This is an optimization exercise on Yosys and OpenROAD, whose aim is small area, a short achievable clock period and few clock cycles per item, not a production implementation.
Function was checked by simulation only, so behaviour that the tests miss may differ from the original.
Power and IR drop assume default switching activity.

==> flow/design.v <==
module wiegand_parity (
    input  wire [23:0] payload,
    output wire        even,
    output wire        odd
);
    assign even = ^payload[23:12];
    assign odd  = ~^payload[11:0];
endmodule
module credential_formatter (
    input  wire [25:0]  frame,
    output reg  [207:0] bin_txt,
    output reg  [47:0]  hex_txt
);
    integer i;
    reg [3:0] nib;
    always @(*) begin
        for (i = 0; i < 26; i = i + 1)
            bin_txt[i*8 +: 8] = frame[25 - i] ? 8'h31 : 8'h30;
        for (i = 0; i < 6; i = i + 1) begin
            nib = frame[24 - 4*i -: 4];
            hex_txt[i*8 +: 8] = (nib <= 4'd9) ? (8'h30 + {4'd0, nib})
                                              : (8'h37 + {4'd0, nib});
        end
    end
endmodule
module wiegand_26_parity_unit (
    input  wire         clk,
    input  wire         rst,
    input  wire         req_valid,
    output wire         req_ready,
    input  wire [28:0]  req_iw,
    input  wire [4:0]   req_txt_len,
    input  wire [247:0] req_txt,
    output wire         resp_valid,
    input  wire         resp_ready,
    output wire [2:0]   resp_status,
    output wire [25:0]  resp_res,
    output wire [1:0]   resp_warn,
    output wire [207:0] resp_bin_txt,
    output wire [47:0]  resp_hex_txt
);
    localparam OP_FROM_BIN24 = 3'd0;
    localparam OP_FROM_BIN26 = 3'd1;
    localparam OP_FROM_HEX   = 3'd2;
    localparam OP_FROM_DEC   = 3'd3;
    localparam OP_RENDER     = 3'd4;
    localparam OP_COMPUTE    = 3'd5;
    localparam OP_VALIDATE   = 3'd6;
    localparam ST_OK          = 3'd0;
    localparam ST_INVALID     = 3'd1;
    localparam ST_OOR_FAC     = 3'd2;
    localparam ST_OOR_CARD    = 3'd3;
    localparam ST_ILLEGAL     = 3'd4;
    wire [2:0]  op  = req_iw[28:26];
    wire [25:0] arg = req_iw[25:0];
    wire [4:0]  len = req_txt_len;
    wire is_text_op = (op[2] == 1'b0);
    wire illegal = (op == 3'd7) ||
                   (is_text_op && (arg != 26'd0)) ||
                   ((op == OP_COMPUTE)  && (arg[25:24] != 2'd0)) ||
                   ((op == OP_VALIDATE) && (arg[25:4]  != 22'd0));
    reg [31:0]  in_len;     
    reg [30:0]  c_bin, c_dec, c_hex, c_comma, c_nz;
    reg [123:0] c_vals;     
    reg [123:0] c_hexv;     
    reg [7:0]   c;
    integer i, j;
    always @(*) begin
        for (i = 0; i < 32; i = i + 1)
            in_len[i] = (i < len);
        for (i = 0; i < 31; i = i + 1) begin
            c = req_txt[8*i +: 8];
            c_vals[4*i +: 4] = c[3:0];
            c_bin[i]   = (c[7:1] == 7'b0011000);
            c_dec[i]   = (c[7:4] == 4'h3) && (!c[3] || (c[2:1] == 2'b00));
            c_hex[i]   = c_dec[i] ||
                         ((c[7:6] == 2'b01) && (c[4:3] == 2'b00) &&
                          (c[2:0] != 3'd0) && (c[2:0] != 3'd7));
            c_comma[i] = (c == 8'h2C) && in_len[i];
            c_nz[i]    = (c[3:0] != 4'd0);
            c_hexv[4*i +: 4] = c[6] ? ({1'b0, c[2:0]} + 4'd9) : c[3:0];
        end
    end
    reg [23:0] pl_b24, pl_b26, pl_hex;
    wire hex_pfx = (len == 5'd8);
    always @(*) begin
        for (i = 0; i < 24; i = i + 1) begin
            pl_b24[23-i] = req_txt[8*i];
            pl_b26[23-i] = req_txt[8*(i+1)];
        end
        for (i = 0; i < 6; i = i + 1)
            pl_hex[23-4*i -: 4] = hex_pfx ? c_hexv[4*(i+2) +: 4] : c_hexv[4*i +: 4];
    end
    wire ok_b24 = (len == 5'd24) && (&c_bin[23:0]);
    wire ok_b26 = (len == 5'd26) && (&c_bin[25:0]);
    wire ok_hex = ((len == 5'd6) && (&c_hex[5:0])) ||
                  (hex_pfx && (req_txt[7:0] == 8'h30) &&
                   ((req_txt[15:8] == 8'h78) || (req_txt[15:8] == 8'h58)) &&
                   (&c_hex[7:2]));
    wire [31:0] c_comma4 = {4'd0, c_comma[30:4]};              
    wire [31:0] card_far = {1'b0, c_nz & (in_len[31:1] >> 4)};  
    wire [3:0] cm_two_t, fac_hi_t, card_hi_t;
    pair_any #(.STRICT(1)) u_two (           
        .a    ({1'b0, c_comma}),
        .b    ({1'b0, c_comma}),
        .hit  (),
        .part (cm_two_t)
    );
    pair_any #(.STRICT(0)) u_fac_hi (        
        .a    ({1'b0, c_nz}),
        .b    (c_comma4),
        .hit  (),
        .part (fac_hi_t)
    );
    pair_any #(.STRICT(1)) u_card_hi (       
        .a    ({1'b0, c_comma}),
        .b    (card_far),
        .hit  (),
        .part (card_hi_t)
    );
    reg        dec_chars_lo, dec_chars_hi;    
    reg [11:0] fac_d;       
    always @(*) begin
        dec_chars_lo = 1'b1;
        dec_chars_hi = 1'b1;
        for (i = 0; i < 31; i = i + 1)
            if (in_len[i] && !c_dec[i] && !c_comma[i]) begin
                if (i < 16)
                    dec_chars_lo = 1'b0;
                else
                    dec_chars_hi = 1'b0;
            end
        for (j = 0; j < 3; j = j + 1) begin
            fac_d[4*j +: 4] = 4'd0;
            for (i = 0; i + j + 1 < 31; i = i + 1)
                fac_d[4*j +: 4] = fac_d[4*j +: 4] | ({4{c_comma[i+j+1]}} & c_vals[4*i +: 4]);
        end
    end
    wire [19:0] card_raw;   
    digit_pick #(.N(5)) u_pick_card (
        .v   (c_vals),
        .sel (len),
        .o   (card_raw)
    );
    reg [19:0] card_d;
    reg        seen_c;
    always @(*) begin
        seen_c = 1'b0;
        for (j = 0; j < 5; j = j + 1) begin
            seen_c = seen_c | (card_raw[4*j +: 4] == 4'hC);
            card_d[4*j +: 4] = seen_c ? 4'd0 : card_raw[4*j +: 4];
        end
    end
    wire dec_ok_a = dec_chars_lo && !c_comma[0];
    wire dec_ok_b = dec_chars_hi &&
                    (card_raw[3:0] != 4'hC);    
    wire cp_even, cp_odd;
    wiegand_parity u_parity_cp (
        .payload (arg[23:0]),
        .even    (cp_even),
        .odd     (cp_odd)
    );
    reg [2:0]  st_n;
    reg [25:0] res_n;
    reg [1:0]  w_n;
    reg [45:0] x_n;
    reg        ok_n;
    always @(*) begin
        w_n = 2'd0;
        x_n = {dec_ok_a, dec_ok_b, cm_two_t, fac_hi_t, card_hi_t, fac_d, card_d};
        case (op)
            OP_FROM_BIN24: res_n = {1'b0, pl_b24, 1'b0};
            OP_FROM_BIN26: begin
                res_n = {1'b0, pl_b26, 1'b0};
                w_n   = {req_txt[0], req_txt[8*25]};
            end
            OP_FROM_HEX:   res_n = {1'b0, pl_hex, 1'b0};
            OP_FROM_DEC:   res_n = 26'd0;
            OP_RENDER: begin
                res_n = {2'b00, arg[24:1]};
                w_n   = {arg[25], arg[0]};
            end
            OP_COMPUTE:    res_n = {24'd0, cp_even, cp_odd};
            default:       res_n = {22'd0, arg[1], arg[0], arg[3] ^ arg[1], arg[2] ^ arg[0]};
        endcase
        if (illegal) begin
            st_n = ST_ILLEGAL;
            ok_n = 1'b0;
        end else if ((op == OP_FROM_BIN24 && !ok_b24) ||
                     (op == OP_FROM_BIN26 && !ok_b26) ||
                     (op == OP_FROM_HEX   && !ok_hex)) begin
            st_n = ST_INVALID;
            ok_n = 1'b0;
        end else begin
            st_n = ST_OK;
            ok_n = 1'b1;
        end
    end
    reg [2:0]  st_q;
    reg [25:0] res_q;
    reg [1:0]  w_q;
    reg [45:0] x_q;
    reg        ok_q, rend_q, b26_q, par_q;
    wire [19:0] kd = x_q[19:0];
    wire [11:0] fd = x_q[31:20];
    wire [3:0] two_t = x_q[43:40];
    wire [3:0] fhi_t = x_q[39:36];
    wire [3:0] khi_t = x_q[35:32];
    wire cm_any   = two_t[1] || two_t[0];
    wire cm_two   = two_t[3] || two_t[2] || (two_t[1] && two_t[0]);
    wire fac_hi   = fhi_t[3] || fhi_t[2] || (fhi_t[1] && fhi_t[0]);
    wire card_hi  = khi_t[3] || khi_t[2] || (khi_t[1] && khi_t[0]);
    wire dec_ok   = x_q[45] && x_q[44] && cm_any && !cm_two;
    wire fac_oor  = fac_hi || (fd > {4'd2, 4'd5, 4'd5});
    wire card_oor = card_hi || (kd > {4'd6, 4'd5, 4'd5, 4'd3, 4'd5});
    wire [7:0]  fac_bin;
    wire [15:0] card_s, card_c;
    dec_partial u_partial (
        .fd   (fd),
        .kd   (kd),
        .fac  (fac_bin),
        .s    (card_s),
        .c    (card_c)
    );
    wire [15:0] card_bin;
    add16 u_add (
        .a (card_s),
        .b (card_c),
        .s (card_bin)
    );
    reg full;     
    reg rv;       
    reg conv;     
    wire is_dec = (op == OP_FROM_DEC) && !illegal;
    always @(posedge clk) begin
        if (rst) begin
            full <= 1'b0;
            rv   <= 1'b0;
            conv <= 1'b0;
        end else if (!full) begin
            if (req_valid) begin
                full <= 1'b1;
                rv   <= !is_dec;
                conv <= is_dec;
            end
        end else if (conv) begin
            conv <= 1'b0;
            rv   <= 1'b1;
        end else if (rv && resp_ready) begin
            full <= 1'b0;
            rv   <= 1'b0;
        end
    end
    always @(posedge clk)
        x_q <= x_n;
    always @(posedge clk) begin
        if (!full) begin
            st_q   <= st_n;
            ok_q   <= ok_n;
            res_q  <= res_n;
            w_q    <= w_n;
            rend_q <= (op == OP_RENDER);
            b26_q  <= (op == OP_FROM_BIN26);
            par_q  <= is_text_op;
        end else if (conv) begin
            if (!dec_ok) begin
                st_q <= ST_INVALID;
                ok_q <= 1'b0;
            end else if (fac_oor) begin
                st_q <= ST_OOR_FAC;
                ok_q <= 1'b0;
            end else if (card_oor) begin
                st_q <= ST_OOR_CARD;
                ok_q <= 1'b0;
            end
            res_q[24:1] <= {fac_bin, card_bin};
        end
    end
    wire par_even, par_odd;
    wiegand_parity u_parity (
        .payload (res_q[24:1]),
        .even    (par_even),
        .odd     (par_odd)
    );
    wire [207:0] fmt_bin;
    wire [47:0]  fmt_hex;
    credential_formatter u_fmt (
        .frame   ({w_q[1], res_q[23:0], w_q[0]}),
        .bin_txt (fmt_bin),
        .hex_txt (fmt_hex)
    );
    wire done      = rv && !rst;
    wire done_ok   = done && ok_q;
    wire done_rend = done && rend_q;
    assign req_ready    = !full && !rst;
    assign resp_valid   = done;
    assign resp_status  = done ? st_q : 3'd0;
    assign resp_res     = done_ok ? {par_q ? par_even : res_q[25], res_q[24:1],
                                     par_q ? par_odd  : res_q[0]} : 26'd0;
    assign resp_warn    = (done_ok && b26_q) ? (w_q ^ {par_even, par_odd}) : 2'd0;
    assign resp_bin_txt = done_rend ? fmt_bin : 208'd0;
    assign resp_hex_txt = done_rend ? fmt_hex : 48'd0;
endmodule
module pair_any #(
    parameter STRICT = 1
) (
    input  wire [31:0] a,
    input  wire [31:0] b,
    output wire        hit,
    output wire [3:0]  part     
);
    reg [31:0] ha [0:5];
    reg [31:0] hb [0:5];
    reg [31:0] hh [0:5];
    integer l, n;
    always @(*) begin
        ha[0] = a;
        hb[0] = b;
        hh[0] = STRICT ? 32'd0 : (a & b);
        for (l = 0; l < 5; l = l + 1) begin
            ha[l+1] = 32'd0;
            hb[l+1] = 32'd0;
            hh[l+1] = 32'd0;
            for (n = 0; n < (16 >> l); n = n + 1) begin
                ha[l+1][n] = ha[l][2*n] | ha[l][2*n+1];
                hb[l+1][n] = hb[l][2*n] | hb[l][2*n+1];
                hh[l+1][n] = hh[l][2*n] | hh[l][2*n+1] | (ha[l][2*n] & hb[l][2*n+1]);
            end
        end
    end
    assign hit  = hh[5][0];
    assign part = {hh[4][0], hh[4][1], ha[4][0], hb[4][1]};
endmodule
module dec_partial (
    input  wire [11:0] fd,      
    input  wire [19:0] kd,      
    output wire [7:0]  fac,
    output wire [15:0] s,
    output wire [15:0] c
);
    function [15:0] tab;        
        input [3:0]  d;
        input [31:0] w;
        integer k;
        begin
            tab = 16'd0;
            for (k = 1; k < 10; k = k + 1)
                if (d == k)
                    tab = k * w;
        end
    endfunction
    assign fac = tab(fd[11:8], 100) + tab(fd[7:4], 10) + {4'd0, fd[3:0]};
    wire [15:0] e  = tab(kd[19:16], 10000);
    wire [15:0] d1 = tab(kd[15:12], 1000);
    wire [15:0] d2 = tab(kd[11:8], 100);
    wire [15:0] b1 = tab(kd[7:4], 10);
    wire [15:0] b0 = {12'd0, kd[3:0]};
    wire [15:0] s1 = e ^ d1 ^ d2;
    wire [15:0] c1 = {(e[14:0] & d1[14:0]) | (e[14:0] & d2[14:0]) | (d1[14:0] & d2[14:0]), 1'b0};
    wire [15:0] s2 = b1 ^ b0 ^ s1;
    wire [15:0] c2 = {(b1[14:0] & b0[14:0]) | (b1[14:0] & s1[14:0]) | (b0[14:0] & s1[14:0]), 1'b0};
    assign s = s2 ^ c2 ^ c1;
    assign c = {(s2[14:0] & c2[14:0]) | (s2[14:0] & c1[14:0]) | (c2[14:0] & c1[14:0]), 1'b0};
endmodule
module add16 (
    input  wire [15:0] a,
    input  wire [15:0] b,
    output wire [15:0] s
);
    reg [15:0] g [0:4];
    reg [15:0] p [0:4];
    integer l, n, m;
    always @(*) begin
        g[0] = a & b;
        p[0] = a ^ b;
        for (l = 0; l < 4; l = l + 1) begin
            g[l+1] = g[l];
            p[l+1] = p[l];
            for (n = 0; n < 16; n = n + 1)
                if (n[l]) begin
                    m = ((n >> l) << l) - 1;    
                    g[l+1][n] = g[l][n] | (p[l][n] & g[l][m]);
                    p[l+1][n] = p[l][n] & p[l][m];
                end
        end
    end
    assign s = p[0] ^ {g[4][14:0], 1'b0};
endmodule
module digit_pick #(
    parameter N = 5
) (
    input  wire [123:0]   v,
    input  wire [4:0]     sel,
    output reg  [4*N-1:0] o
);
    localparam OFF = N - 1;        
    localparam W   = 4 * (32 + OFF);
    reg [W-1:0] a [0:5];
    integer x, s, j;
    always @(*) begin
        a[0] = {W{1'b0}};
        for (x = 1; x <= 31; x = x + 1)
            a[0][4*(x+OFF) +: 4] = v[4*(x-1) +: 4];
        for (s = 0; s < 5; s = s + 1) begin
            a[s+1] = {W{1'b0}};
            for (x = -OFF; x <= 31; x = x + 1)
                if (x + (16 >> s) <= 31)
                    a[s+1][4*(x+OFF) +: 4] = sel[4-s] ? a[s][4*(x+(16>>s)+OFF) +: 4]
                                                      : a[s][4*(x+OFF) +: 4];
                else
                    a[s+1][4*(x+OFF) +: 4] = sel[4-s] ? 4'd0 : a[s][4*(x+OFF) +: 4];
        end
        for (j = 0; j < N; j = j + 1)
            o[4*j +: 4] = a[5][4*(OFF-j) +: 4];
    end
endmodule
==> flow/flow/run.sh <==
#!/bin/bash
# The standard layout (standard.sh), with two changes to how it is made:
# - the port buffers are sky130_fd_sc_hd__buf_2 cells (the resizer may then
#   size them within the buf footprint) instead of the delay buffers that
#   buffer_ports picks by default;
# - synthesis leaves adders to ABC (no ADDER_MAP_FILE), so that they are
#   mapped with the rest of the logic rather than into fa/ha cells.
# make's full output goes to standard_flow.log here; the ORFS step logs are
# under orfs/logs.
set -euo pipefail
export BUFFER_PORTS_ARGS="-buffer_cell sky130_fd_sc_hd__buf_2"
bash standard.sh ADDER_MAP_FILE= finish > standard_flow.log 2>&1
==> flow/standard.sh <==
#!/bin/bash
# synth_recipe.tcl (not shown) runs the flow's synth.tcl, then flattens the netlist and writes it again
# the make line also repeats each setting of config.mk as NAME=value (left out here)
make -C /OpenROAD-flow-scripts/flow DESIGN_CONFIG=/design/flow/config.mk WORK_HOME=/design/flow/orfs CLKGATE_MAP_FILE= SYNTH_SCRIPT=/design/flow/synth_recipe.tcl "${@:-finish}"
==> flow/config.mk <==
export PLATFORM = sky130hd
export DESIGN_NAME = wiegand_26_parity_unit
export DESIGN_NICKNAME = wiegand_26_parity_unit
export VERILOG_FILES = /design/flow/design.v
export SDC_FILE = /design/flow/constraint.sdc
export NUM_CORES = 4
export LEC_CHECK = 0
export CAP_MARGIN = 20
export CORE_MARGIN = 2
export CORE_UTILIZATION = 35
export SETUP_SLACK_MARGIN = 2.4
export SLEW_MARGIN = 20
==> flow/constraint.sdc <==
create_clock -name core_clock -period 6.0 [get_ports {clk}]
set_input_delay 1.2000 -clock core_clock [delete_from_list [all_inputs] [get_ports {clk}]]
set_output_delay 1.2000 -clock core_clock [all_outputs]
set_load 0.01 [all_outputs]
==> run summary, run 1 <==
- After routing the design area is 19900 µm².
- Synthesis inferred 82 register bits.
- The core region is 47500 µm².
- The proportion of power drawn by the clock network is 14.9%.
- The all-layer global routing usage is 46.0%.
- At the worst endpoint, the required time is 6.13 ns.
- After the last flow step, the layout net total stands at 2996.
- From synthesis to final layout, the design area changed by 18.6%.
- The CTS tree is built.
- In this run the worst path has a maximum fanout of 7.
- The total number of clock tree sinks is 82.
- After detailed routing, the number of vias per cell comes to 6.82.
- Summed over all cells, the static leakage comes to 8.36 nW.
- For the pin with the worst max-slew slack, the measured transition is 1.21 ns.
- In this run the vertical extent of the chip is between 200 and 250 µm.
- The placer's final routability congestion estimate is 1.09.
- A synthesized cell averages a little under 7 µm².
- The register area share after synthesis is between 10% and 20%.
- The count of buffers inserted at the top-level ports is 438.
- Broken down by cell family, the worst path's largest delay share belongs to compound AO/OA/AOI/OAI gates.
- Setup repair after global routing could not meet its margin everywhere.
- The die is 223 µm wide.
- Summed over all nets, the half-perimeter wirelength after detailed placement is between 90000 and 100000 µm.
- For the worst-skew pair, the clock arrives at the later sink with an insertion delay of 0.41 ns.
- The pin count of the biggest net entering global routing is around 70.
- The hold violation count in the final report is 0.
- In the layout the commonest cells are 434 x sky130_fd_sc_hd__buf_2, 216 x sky130_fd_sc_hd__nor2_1, 193 x sky130_fd_sc_hd__nand2_1.
- The worst setup path is captured at a flip-flop.
- The switching component of the power is 0.00236 W.
- The initialized floorplan defines 80 standard-cell rows.
- The routed design has 120000 µm of wire.
- After clock tree synthesis, the clock-pin slew on the worst setup and hold paths is 0.07 ns.
- The average routed wire per standard cell is 36.0 µm.
- For the worst setup path, the data arrival time is 3.82 ns.
- The flow ran to the end and the layout has no timing, DRC or antenna violations.
- For this block, the initial DRC count from the detailed router was 3768.
- Counting every instance in the synthesized netlist gives ~2400.
- The cell area that synthesis handed to floorplanning was 16800 µm².
- The end-of-flow core utilization is 41.8%.
- The count of maximum capacitance violations is 0.
- Counting flops with an async set or reset pin after synthesis yields a share of 0%.
- Clock skew on the completed layout was measured at 0.0241 ns.
- The count of pins over their slew limit is 0.
- The instance area after placement is 18600 µm².
- The worst setup path is launched from a flip-flop.
- Headroom to the max-slew limit came out at 18.5%.
- The root buffer cell is sky130_fd_sc_hd__clkbuf_16.
- The total overflow left after global routing is 0.
- After synthesis, the cell types taking the most area are sky130_fd_sc_hd__buf_4 8.6%, sky130_fd_sc_hd__edfxtp_1 6.1%, sky130_fd_sc_hd__dfxtp_1 5.7%, sky130_fd_sc_hd__xnor2_1 5.2%, sky130_fd_sc_hd__nor2_1 4.9%.
- In the final layout, the share of cells above drive strength 1 is between 20% and 30%.
- Sequential cells account for 19.6% of the total power.
- Power spread over the standard cell area amounts to 237 nW/µm².
- The total negative slack is 0 ns.
- The most used flip-flop cell after synthesis is sky130_fd_sc_hd__dfxtp_1.
- The effective utilization at floorplan is around a third.
- Yosys printed 16 warnings.
- The minimum period implied by the final worst setup slack is 3.68 ns.
- After layout, the worst path uses 61.4% of the clock period.
- The total internal power is 0.00236 W.
- The path class of the tightest hold or removal check is reg -> reg.
- The synthesized design contains 34 enable-type register cells.
- The final count of negative-setup-slack endpoints is 0.
- The number of buffers added by the clock tree synthesis step is 9.
- The proportion of total power due to net switching is 50.0%.
- The stage delay of the slowest cell on the critical path is between 0.4 and 0.5 ns.
- The critical path buffer and inverter count is 0.
- The initial antenna violation count is 19.
- The post-detailed-route count of antenna-violating nets is 0.
- The pre-antenna-repair detailed-routing pass consisted of 7 iterations.
- The total vias in the final route is 22799.
- Leaving out fill and tap cells, the most frequent cell in the layout is sky130_fd_sc_hd__buf_2.
- VDD sags by at most 0.174 mV.
- The share of synthesized area in the top cell type comes to 8.65%.
- The signal on the critical path passes through or3b_4 -> o21a_4 -> xnor3_2 -> xnor2_4 -> o211ai_2 -> and2_4 -> a311o_1 -> a21oi_2 -> a31oi_4 -> o31ai_4 -> a2111oi_4 -> o2111a_1 -> or3_1.
- The upper clock frequency limit is between 0.2 and 0.3 GHz.
- In this run, post-CTS hold repair placed 0 buffers.
- The critical setup path kind is reg -> reg.
- During I/O placement, the number of pins put on the boundary was 575.
- Combinational logic is responsible for 65.5% of the overall power.
- The cell type contributing the most total cell area after synthesis is sky130_fd_sc_hd__buf_4.
- The global-route wire length before repair is 161000 µm.
- The H-tree was split into 3 levels.
- The longest clock path from root to sink contains 2 buffers.
- The area of the die is approximately 50000 µm².
- The via count of the first global-routing pass is 20720.
- Yosys mapped the design onto 99 distinct sky130hd cell types.
- The count of unresolved DRC violations after routing is 0.
- On the critical path, the stage with the largest delay is an instance of sky130_fd_sc_hd__or3b_4.
-- layout make-up --
cell class	count	area (µm²)
Antenna cell	13	32.5
Tap cell	615	769
Fill cell	4983	27700
Inverter	40	161
Timing Repair Buffer	539	3110
Clock inverter	3	68.8
Multi-Input combinational cell	2034	13400
Timing Repair inverter	4	27.5
Sequential cell	82	2040
Clock buffer	13	282
-- power groups by stage --
stage	sequential, W	combinational (W)	clock, W
after floorplan	0.000777	0.00210	0
after global placement	0.000917	0.00270	0
after detailed placement	0.000919	0.00273	0
after CTS	0.000911	0.00287	0.000704
after global routing	0.000934	0.00328	0.000722
final	0.000924	0.00309	0.000705
-- final timing paths --
kind | start | to | slack [ns] | cells after the start
hold reg to reg | rv | full | 0.49 | 1
setup reg to reg | x_q[5] | res_q[16] | 2.32 | 13
setup / recovery | x_q[5] | res_q[16] | 2.32 | 13
hold / removal | rv | full | 0.49 | 1
-- sequential cells by signal, indices dropped and copies added, names as in the netlist --
| signal | count |
|---|---|
| rend_q | 1 |
| st_q | 3 |
| par_q | 1 |
| b26_q | 1 |
| ok_q | 1 |
| w_q | 2 |
| x_q | 45 |
| rv | 1 |
| conv | 1 |
| res_q | 25 |
| full | 1 |
-- layer usage --
| layer | track usage [%] | share of wire [%] | vias up | routed length, µm |
|---|---|---|---|---|
| li1 | - | - | 9297 | - |
| met1 | 55.7 | 37 | 10864 | 44300 |
| met2 | 69.2 | 42 | 2116 | 50700 |
| met3 | 15.3 | 13 | 514 | 15500 |
| met4 | 30.7 | 8.1 | 8 | 9810 |
| met5 | 0 | 0.043 | - | 52 |
-- synth_stat cells, drive strengths merged, types with 25 or more instances --
master / n
a31oi: 29
nor2: 223
o22ai: 34
o21ai: 140
nand3: 67
a22oi: 88
a21oi: 158
nand2: 197
nor2b: 47
a22o: 48
nand2b: 26
and2: 26
edfxtp: 34
a221oi: 42
buf: 219
nand4: 47
and3: 80
nor3b: 36
nor3: 58
mux2i: 55
dfxtp: 48
xnor2: 105
nor4: 50
inv: 37
xor2: 37
o211ai: 25
clkbuf: 181
-- worst reg2reg max path, delay by kind of cell, from the launching register on --
| kind | cells | cell delay [ns] |
|---|---|---|
| and+or+nand+nor | 3 | 0.88 |
| xor gates and xnor gates | 2 | 0.49 |
| DFF | 1 | 0.38 |
| AOI/OAI and AO/OA | 8 | 1.67 |
-- through the flow --
step	hold slack (ns)	total power [W]	worst slack [ns]	std cells
after floorplan	0.436	0.00288	2.29	2556
after global routing	0.521	0.00494	2.13	3337
after CTS	0.481	0.00449	2.34	3303
final	0.487	0.00471	2.32	3343
after global placement	0.464	0.00362	1.22	3266
after detailed placement	0.474	0.00365	1.24	3266
-- cells by family (layout without fill, tap and decap cells) --
kind of cell               Yosys count  count (layout)  synth area share, %
and+or+nand+nor                    960             960                 30.1
muxes                               90              90                 6.91
AOI/OAI and AO/OA                  695             695                 28.2
other                                1             149               0.0224
xor gates and xnor gates           144             144                 8.03
adders and majority gates            9               9                0.545
DFF                                 82              82                 11.8
buffers and inverters              440             599                 14.3
-- timing repair --
| item | in CTS | in global routing |
|---|---|---|
| setup endpoints to repair | 138 | 56 |
| pin swaps | 18 | 12 |
| resized for setup | 78 | 61 |
| cloned | 4 | 4 |
| buffers inserted | 17 | 23 |
Testbench counts, summed over its fixed seeds: cycles 5,247, items 2,400.
==> inputs of run 2 (changes only) <==
--- a/flow/config.mk
+++ b/flow/config.mk
@@ -9,4 +9,4 @@
 export CORE_MARGIN = 2
 export CORE_UTILIZATION = 35
-export SETUP_SLACK_MARGIN = 2.4
+export SETUP_SLACK_MARGIN = 2.3
 export SLEW_MARGIN = 20
==> run 2 against run 1 <==
Net effect:
- flip-flop and latch count stayed put
- largest cell class unchanged
- non-clock buffer count down 18
- still clean
- routed wire length shrank 6.5%
- register-to-register slack got worse by 0.06 ns
- largest power group unchanged
==> run summary, run 2 <==
- The flow ran to the end and the layout has no timing, DRC or antenna violations.
- The share of flip-flops with an asynchronous set or reset is 0% (unchanged).
- The multi-input logic area came to 13300 µm² (-0.28%).
- The leakage dissipation was 8.23 nW (-1.6%).
- The required time at the worst-slack endpoint is 6.11 ns (-0.02 ns).
- The count of unresolved DRC violations after routing came to 0 (unchanged).
- The family with the most delay on the worst path is simple AND/OR/NAND/NOR gates.
- In this run the clock root is driven by a sky130_fd_sc_hd__clkbuf_16.
- The count of synthesis-stage warnings from yosys is 16 (unchanged).
- The fraction of layout instances using a drive strength above 1 came to 26.6% (-0.81 points).
- The slew at the pin closest to its max-slew limit is 1.15 ns (-0.0600 ns).
- The total vias in the final route is 22286 (-2.3%).
- The top-area cell type share of the netlist area is 8.65% (unchanged).
- The vertical die dimension is 223 µm (unchanged).
- The maximum fanout along the worst path came to 2 (-5).
- The number of buffers added by the clock tree synthesis step is 9 (unchanged).
- The stage delay of the slowest cell on the critical path is 0.75 ns (+0.33 ns).
- The half-perimeter wire length after detailed placement came to 85100 µm (-5.6%).
- The final count of negative-setup-slack endpoints is 0 (unchanged).
- The upper clock frequency limit came to 0.265 GHz (-2.3%).
- The met1 wire length is 40500 µm (-8.5%).
- The critical setup path kind is in -> reg.
- The worst path setup slack after routing is 2.23 ns (-0.0886 ns).
- The routed wire length on met2 is 48400 µm (-4.7%).
- The total negative slack was 0 ns (unchanged).
- The post-synthesis instance total is 2421 (unchanged).
- The primary flip-flop cell chosen by synthesis mapping is sky130_fd_sc_hd__dfxtp_1.
- The clock skew is 0.0134 ns (-0.0107 ns).
- The length of routed met3 wiring was 14100 µm (-9.0%).
- The worst setup path is captured at a flip-flop.
- The critical path buffer and inverter count is 1 (+1).
- The later-pin clock latency in the skew report was 0.38 ns (-0.03 ns).
- The flip-flop count of the largest register, all copies and words added is 45 (unchanged).
- The number of synthesized flops with an enable pin came to 34 (unchanged).
- The number of detailed-route iterations in the first pass is 7 (unchanged).
- x_q holds more flip-flops than any other register.
- The post-detailed-route count of antenna-violating nets is 0 (unchanged).
- The worst slack at placement was 1.41 ns (+0.166 ns).
- The synthesized area is 16800 µm² (unchanged).
- The count of buffers inserted at the top-level ports is 438 (unchanged).
- The synthesized area divided by synthesized cell count is 6.92 µm² (unchanged).
- The worst setup path is launched from an input pin.
- The post-CTS clock slew at the launch and capture registers of the worst setup and hold paths is 0.06 ns (about the same).
- The count of maximum capacitance violations is 0 (unchanged).
- The initial antenna violation count is 14 (-5).
- The hold violation count in the final report is 0 (unchanged).
- The worst voltage drop across the vdd grid is 0.161 mV (-7.1%).
- The unique cell type count in the Yosys netlist was 99 (unchanged).
- The hold buffer count at CTS came to 0 (unchanged).
- The final net count is 2977 (-0.63%).
- The number of top-level design ports is 575 (unchanged).
- The placer's final routability congestion estimate is 1.09 (unchanged).
- In the post-synthesis netlist, the cell with the most instances is sky130_fd_sc_hd__nor2_1.
- The power per cell area was 232 nW/µm² (-2.3%).
- The total number of clock tree sinks is 82 (unchanged).
- Counting stages on the worst path, the most repeated cell is sky130_fd_sc_hd__a21oi_1.
- Yosys attributes the largest share of cell area to sky130_fd_sc_hd__buf_4 8.6%, sky130_fd_sc_hd__edfxtp_1 6.1%, sky130_fd_sc_hd__dfxtp_1 5.7%, sky130_fd_sc_hd__xnor2_1 5.2%, sky130_fd_sc_hd__nor2_1 4.9%.
- The total number of H-tree levels was 3 (unchanged).
- The effective utilization at floorplan is 35.3% (unchanged).
- The count of pins over their slew limit is 0 (unchanged).
- The via count of the first global-routing pass was 20189 (-2.6%).
- The minimum period implied by the final worst setup slack is 3.77 ns (+0.0886 ns).
- The library cell used most frequently in the layout, excluding fill and tap cells, is sky130_fd_sc_hd__buf_2.
- By count the netlist is led by 221 x sky130_fd_sc_hd__nor2_1, 197 x sky130_fd_sc_hd__nand2_1, 193 x sky130_fd_sc_hd__buf_4, 179 x sky130_fd_sc_hd__clkbuf_1, 156 x sky130_fd_sc_hd__a21oi_1.
- Of all cell types, the one taking the most synthesized area is sky130_fd_sc_hd__buf_4.
- The average vias per placed instance is 6.71 (-1.5%).
- The placeable core region was 47500 µm² (unchanged).
- The remaining global-route overflow is 0 (unchanged).
- The worst slew margin relative to its limit was 22.8% (+4.3 points).
- Setup repair after global routing could not meet its margin everywhere.
- The top cell types in the final layout, fill and taps aside, are 436 x sky130_fd_sc_hd__buf_2, 213 x sky130_fd_sc_hd__nor2_1, 195 x sky130_fd_sc_hd__nand2_1.
- The library cell contributing the largest single delay on the critical path is sky130_fd_sc_hd__nor3b_1.
- The area of the die is 49700 µm² (unchanged).
- The global-route wire length before repair is 152000 µm (-5.3%).
- The final instance count without filler cells came to 3319 (-0.72%).
- The width of the die was 223 µm (unchanged).
- The critical path goes through buf_2 -> nor3b_1 -> and3_1 -> nand3_1 -> nor4_1 -> a311oi_1 -> a21oi_1 -> a21oi_1.
- The row count is 80 (unchanged).
- The largest registers in the layout are x_q x45, res_q x25, st_q x3.
- The count of placed standard cells including taps is 3258 (-0.24%).
- The filler cell count is 5004 (+0.42%).
- The pin count of the biggest net entering global routing is 55 (-19%).
- The path type of the worst min-delay path is reg -> reg.
- The number of buffers between clock root and the deepest sink is 2 (unchanged).
- The area added between synthesis and finish is 17.2%.
- The part of the cycle the worst path needs is 62.9% (+1.5 points).
- The data arrival at the endpoint of the critical path is 3.88 ns (+0.06 ns).
- The highest metal layer with signal wires is met5.
- The post-synthesis sequential element count was 82 (unchanged).
- The CTS tree is built.
- The register area share after synthesis was 11.8% (unchanged).
- The average routed wire per standard cell is 33.9 µm (-5.8%).
- The number of DRC markers after the initial detailed-route iteration is 3291 (-13%).
- The wire length after detailed routing came to 113000 µm (-6.5%).
- The all-layer global routing usage is 42.8% (-3.2 points).
- The area taken by flip-flops and latches is 2040 µm² (-0.25%).
[run 2: metrics by stage]
stage	utilization [%]	hold WS (ns)	total power (W)	area, µm²
finish	41.3	0.485	0.00455	19600
global route	41.3	0.524	0.00477	19600
CTS	40.2	0.483	0.00425	19100
detailed placement	38.9	0.474	0.00358	18500
global placement	38.9	0.458	0.00355	18500
floorplan	-	0.427	0.00287	17300
[run 2: area by class of cell]
class                      instances  share of cell area, %
tap                              615                   3.92
antenna                            8                  0.102
timing repair inverter             3                  0.115
clock buffer                       9                   1.15
clock inverter                     7                  0.357
multi-input combinational       2034                   67.9
sequential                        82                   10.4
timing repair buffer             521                   15.3
inverter                          40                  0.809
[run 2: timing repair]
item	4_1_cts	5_1_grt
pin swaps	4	21
gates cloned	4	3
setup buffers	9	21
endpoints found under the setup margin	102	47
gates resized for setup	69	64
[run 2: report_power, final]
part	switching, W	internal [W]
combinational	0.00180	0.00126
clock	0.000254	0.000321
sequential	0.000210	0.000707
[run 2: layer usage]
metal  up-vias  GRT usage, %
met5         -             0
met4         8          30.6
met3       489          13.7
met2      1980          66.0
met1     10557          50.2
li1       9252             -
[run 2: logic make-up (layout without fill, tap and decap cells)]
| logic type | Yosys count | count (layout) | synth area share [%] |
|---|---|---|---|
| flops | 82 | 82 | 11.8 |
| fa+ha+maj | 9 | 9 | 0.545 |
| other cells | 1 | 144 | 0.0224 |
| compound gates | 695 | 695 | 28.2 |
| buf+inv | 440 | 580 | 14.3 |
| simple gates | 960 | 960 | 30.1 |
| mux | 90 | 90 | 6.91 |
| xor+xnor | 144 | 144 | 8.03 |
[run 2: worst register-to-register path: cells and delay by family (launching register included)]
kind                   cells  cell delay [ns]
XOR/XNOR                   3             0.58
AO/OA/AOI/OAI              6             1.28
buffers and inverters      1             0.16
AND/OR/NAND/NOR            4             1.07
flip-flops                 1             0.39
[run 2: final timing paths]
path                                   to  slack, ns  depth (start not counted)   startpoint
worst max-delay path              st_q[0]       2.23                          8  req_txt[86]
worst min-delay path                 full       0.48                          1           rv
worst max register to register  res_q[16]       2.26                         14       x_q[7]
worst min register to register       full       0.48                          1           rv
==> inputs of run 3 (changes only) <==
--- a/flow/config.mk
+++ b/flow/config.mk
@@ -9,4 +9,4 @@
 export CORE_MARGIN = 2
 export CORE_UTILIZATION = 35
-export SETUP_SLACK_MARGIN = 2.3
+export SETUP_SLACK_MARGIN = 2.5
 export SLEW_MARGIN = 20
==> run 3 against run 2 <==
Net effect:
- total power increased by 6.3%
- hold slack got worse by 0.0014 ns
- count of clock-buffer cells in the layout up 1
- sequential power hardly changed
- combinational power is 8.5% higher
- fmax rose by 3.3%
- critical endpoint is now res_q[16]
- largest cell class unchanged
- highest routed layer unchanged
==> run summary, run 3 <==
- The flow ran to the end and the layout has no timing, DRC or antenna violations.
- The post-synthesis instance total is 2421 (unchanged).
- Yosys attributes the largest share of cell area to sky130_fd_sc_hd__buf_4 8.6%, sky130_fd_sc_hd__edfxtp_1 6.1%, sky130_fd_sc_hd__dfxtp_1 5.7%, sky130_fd_sc_hd__xnor2_1 5.2%, sky130_fd_sc_hd__nor2_1 4.9%.
- The number of synthesized flops with an enable pin is 34 (unchanged).
- The number of DRC markers after the initial detailed-route iteration came to 3484 (+5.9%).
- The row count came to 80 (unchanged).
- The count of synthesis-stage warnings from yosys is 16 (unchanged).
- The number of cells on the worst hold path is 1 (unchanged).
- The count of placed standard cells including taps is 3262 (+0.12%).
- The average routed wire per standard cell is 35.6 µm (+4.8%).
- The average vias per placed instance came to 6.77 (+0.88%).
- The slack of the worst reg-to-reg path is 2.35 ns (+0.09 ns).
- The kind of launch point of the worst setup path is a flip-flop.
- The worst voltage drop across the vdd grid is 0.190 mV (+18%).
- sky130_fd_sc_hd__buf_4 takes more of the synthesized area than any other cell.
- The required time at the worst-slack endpoint is 6.11 ns (about the same).
- The later-pin clock latency in the skew report is 0.39 ns (about the same).
- The minimum period implied by the final worst setup slack is 3.65 ns (-0.122 ns).
- CTS placed an instance of sky130_fd_sc_hd__clkbuf_16 at the clock tree root.
- The family with the most delay on the worst path is compound AO/OA/AOI/OAI gates.
- The data arrival at the endpoint of the critical path is 3.76 ns (-0.12 ns).
- The count of unresolved DRC violations after routing was 0 (unchanged).
- The clock skew is 0.0214 ns (+0.00802 ns).
- The number of top-level design ports was 575 (unchanged).
- The maximum fanout along the worst path is 4 (+2).
- The number of detailed-route iterations in the first pass is 7 (unchanged).
- Compared with the post-synthesis result, the final layout area differs by 20.6%.
- The post-synthesis sequential element count came to 82 (unchanged).
- STA classifies the critical path endpoint as a flip-flop.
- The slew at the pin closest to its max-slew limit came to 1.12 ns (-0.0285 ns).
- The total number of clock tree sinks is 82 (unchanged).
- The total negative slack is 0 ns (unchanged).
- The worst slew margin relative to its limit is 25.3% (+2.5 points).
- The global-route wire length before repair was 162000 µm (+6.5%).
- The flip-flop count of the largest register, all copies and words added was 45 (unchanged).
- The library cells used most frequently in the layout, excluding fill and tap cells, are 433 x sky130_fd_sc_hd__buf_2, 212 x sky130_fd_sc_hd__nor2_1, 191 x sky130_fd_sc_hd__nand2_1.
- The count of pins over their slew limit is 0 (unchanged).
- The largest registers in the layout are x_q x45, res_q x25, st_q x3.
- The half-perimeter wire length after detailed placement is 88500 µm (+4.1%).
- The initial antenna violation count is 13 (-1).
- The number of buffers between clock root and the deepest sink is 2 (unchanged).
- The count of buffers inserted at the top-level ports was 438 (unchanged).
- The global-route met3 utilization is 15.6% (+1.9 points).
- The post-CTS clock slew at the launch and capture registers of the worst setup and hold paths was 0.07 ns (about the same).
- The upper clock frequency limit is 0.274 GHz (+3.3%).
- The final net count is 3013 (+1.2%).
- The number of buffers added by the clock tree synthesis step was 9 (unchanged).
- The synthesized area is 16800 µm² (unchanged).
- The width of the die is 223 µm (unchanged).
- The part of the cycle the worst path needs is 60.8% (-2.0 points).
- The via count of the first global-routing pass came to 20860 (+3.3%).
- The unique cell type count in the Yosys netlist is 99 (unchanged).
- The pin count of the biggest net entering global routing is 67 (+22%).
- The effective utilization at floorplan is 35.3% (unchanged).
- The share of flip-flops with an asynchronous set or reset is 0% (unchanged).
- The remaining global-route overflow is 0 (unchanged).
- The total vias in the final route is 22786 (+2.2%).
- met2 is the most crowded layer.
- The CTS tree is built.
- The hold violation count in the final report is 0 (unchanged).
- The post-detailed-route count of antenna-violating nets is 0 (unchanged).
- Setup repair after global routing could not meet its margin everywhere.
- The placer's final routability congestion estimate came to 1.10 (+0.94%).
- The stage delay of the slowest cell on the critical path is 0.41 ns (-0.34 ns).
- The register area share after synthesis was 11.8% (unchanged).
- The fraction of layout instances using a drive strength above 1 is 28.4% (+1.8 points).
- The met1 track demand over resource came to 54.8% (+4.6 points).
- The total number of H-tree levels is 3 (unchanged).
- The leakage dissipation is 8.49 nW (+3.2%).
- The largest individual stage delay along the critical path comes from the cell sky130_fd_sc_hd__or3b_4.
- The total stage count of the critical path is 14 (+6).
- The placeable core region was 47500 µm² (unchanged).
- The final instance count without filler cells is 3364 (+1.4%).
- sky130_fd_sc_hd__nor2_1 is the most common cell in the netlist.
- The critical path buffer and inverter count was 1 (unchanged).
- The depth of the worst register-to-register path is 14 (unchanged).
- The top-area cell type share of the netlist area is 8.65% (unchanged).
- The path type of the worst min-delay path is reg -> reg.
- The power per cell area is 239 nW/µm² (+3.3%).
- The wire length after detailed routing is 120000 µm (+6.2%).
- Counting instances in the post-synthesis netlist gives the leading cell types as 221 x sky130_fd_sc_hd__nor2_1, 197 x sky130_fd_sc_hd__nand2_1, 193 x sky130_fd_sc_hd__buf_4, 179 x sky130_fd_sc_hd__clkbuf_1, 156 x sky130_fd_sc_hd__a21oi_1.
- Leaving out fill and tap cells, the most frequent cell in the layout is sky130_fd_sc_hd__buf_2.
- The final count of negative-setup-slack endpoints is 0 (unchanged).
- The register with the most flip-flops is x_q.
- The vertical die dimension is 223 µm (unchanged).
- For this run, the leading register cell type out of synthesis is sky130_fd_sc_hd__dfxtp_1.
- The area of the die is 49700 µm² (unchanged).
- The all-layer global routing usage was 46.1% (+3.2 points).
- The synthesized area divided by synthesized cell count is 6.92 µm² (unchanged).
- By startpoint and endpoint, the worst setup path is classified as reg -> reg.
- The count of maximum capacitance violations is 0 (unchanged).
- The global-route met2 utilization came to 67.8% (+1.8 points).
- The critical path goes through or3b_4 -> o21a_4 -> xnor3_2 -> xnor2_4 -> o211ai_2 -> and2_4 -> a311o_1 -> a21oi_4 -> buf_6 -> nand4_1 -> a31oi_2 -> a2111oi_4 -> o2111a_1 -> or3_1.
[run 3: through the flow]
step	hold WS [ns]	util, %	setup slack, ns	power [W]	cell area (µm²)
2_1_floorplan	0.436	-	2.29	0.00290	17500
3_3_place_gp	0.453	39.2	1.30	0.00361	18600
3_5_place_dp	0.467	39.2	1.35	0.00364	18600
4_1_cts	0.478	41.6	2.35	0.00463	19800
5_1_grt	0.500	42.5	2.20	0.00507	20200
6_report	0.483	42.5	2.35	0.00484	20200
[run 3: worst paths after layout]
path | start | end
min reg2reg | rv | full
max | x_q[5] | res_q[16]
min | rv | full
max reg2reg | x_q[5] | res_q[16]
[run 3: final cells by class]
class | count | area (µm²)
diodes | 17 | 42.5
clock buffers | 10 | 239
clock inverters | 6 | 66.3
fillers | 4982 | 27300
inverters | 40 | 161
multi-input cells | 2035 | 13600
flip-flops and latches | 82 | 2030
well taps | 615 | 769
repair buffers | 555 | 3330
repair inverters | 4 | 27.5
[run 3: power by group]
part	total [W]	leakage [nW]	internal, W	switching, W
registers	0.000917	0.764	0.000707	0.000210
clock network	0.000606	0.142	0.000334	0.000272
logic	0.00332	7.59	0.00138	0.00193
total	0.00484	8.49	0.00242	0.00242
[run 3: repair_timing]
| item | in CTS | in global routing |
|---|---|---|
| pin swaps | 33 | 13 |
| buffers inserted | 43 | 16 |
| gates resized for setup | 110 | 56 |
| setup endpoints to repair | 146 | 67 |
| hold buffers | 0 | 0 |
| cloned | 7 | 3 |
[run 3: logic make-up after synthesis]
logic type,synth area share [%]
AND/OR/NAND/NOR,30.1
buffers and inverters,14.3
XOR/XNOR,8.03
other,0.0224
adder cells (fa/ha/maj),0.545
flip-flops,11.8
AO/OA/AOI/OAI,28.2
multiplexers,6.91
[run 3: layer usage]
layer	vias up	routed length (µm)
li1	9332	-
met1	10808	43400
met2	2095	49200
met3	545	15300
met4	6	11700
met5	-	74

[separate check: timing with driven ports]
No port has a modelled driver above. Below, the same layouts with a new extraction and two added sets of constraints. Step 1 sets driving cells, clkbuf_16 on the clock port and buf_2 on the other inputs (assumed; they add their load-dependent delay and slew). Step 2 also shifts input and output timing later by t, the mid clock arrival at the registers, as if the neighbouring blocks saw the same clock. Slacks: no drivers / after step 1 / after step 2; pairs: no drivers / after step 1.
run | t, ns | slack for setup (ns) | worst register clock-pin slew, ns | worst data-port slew with drivers (ns)
run 1 | 0.442 | 2.317 / 2.317 / 1.957 | 0.09 / 0.09 | 0.10
run 2 | 0.413 | 2.229 / 2.254 / 1.841 | 0.07 / 0.07 | 0.11
run 3 | 0.424 | 2.350 / 2.350 / 2.007 | 0.09 / 0.09 | 0.17
After both steps setup and hold are still met in every run listed. For run 2, which loses most, drivers alone change the setup slack by +0.025 ns; drivers and shift together by -0.388 ns.
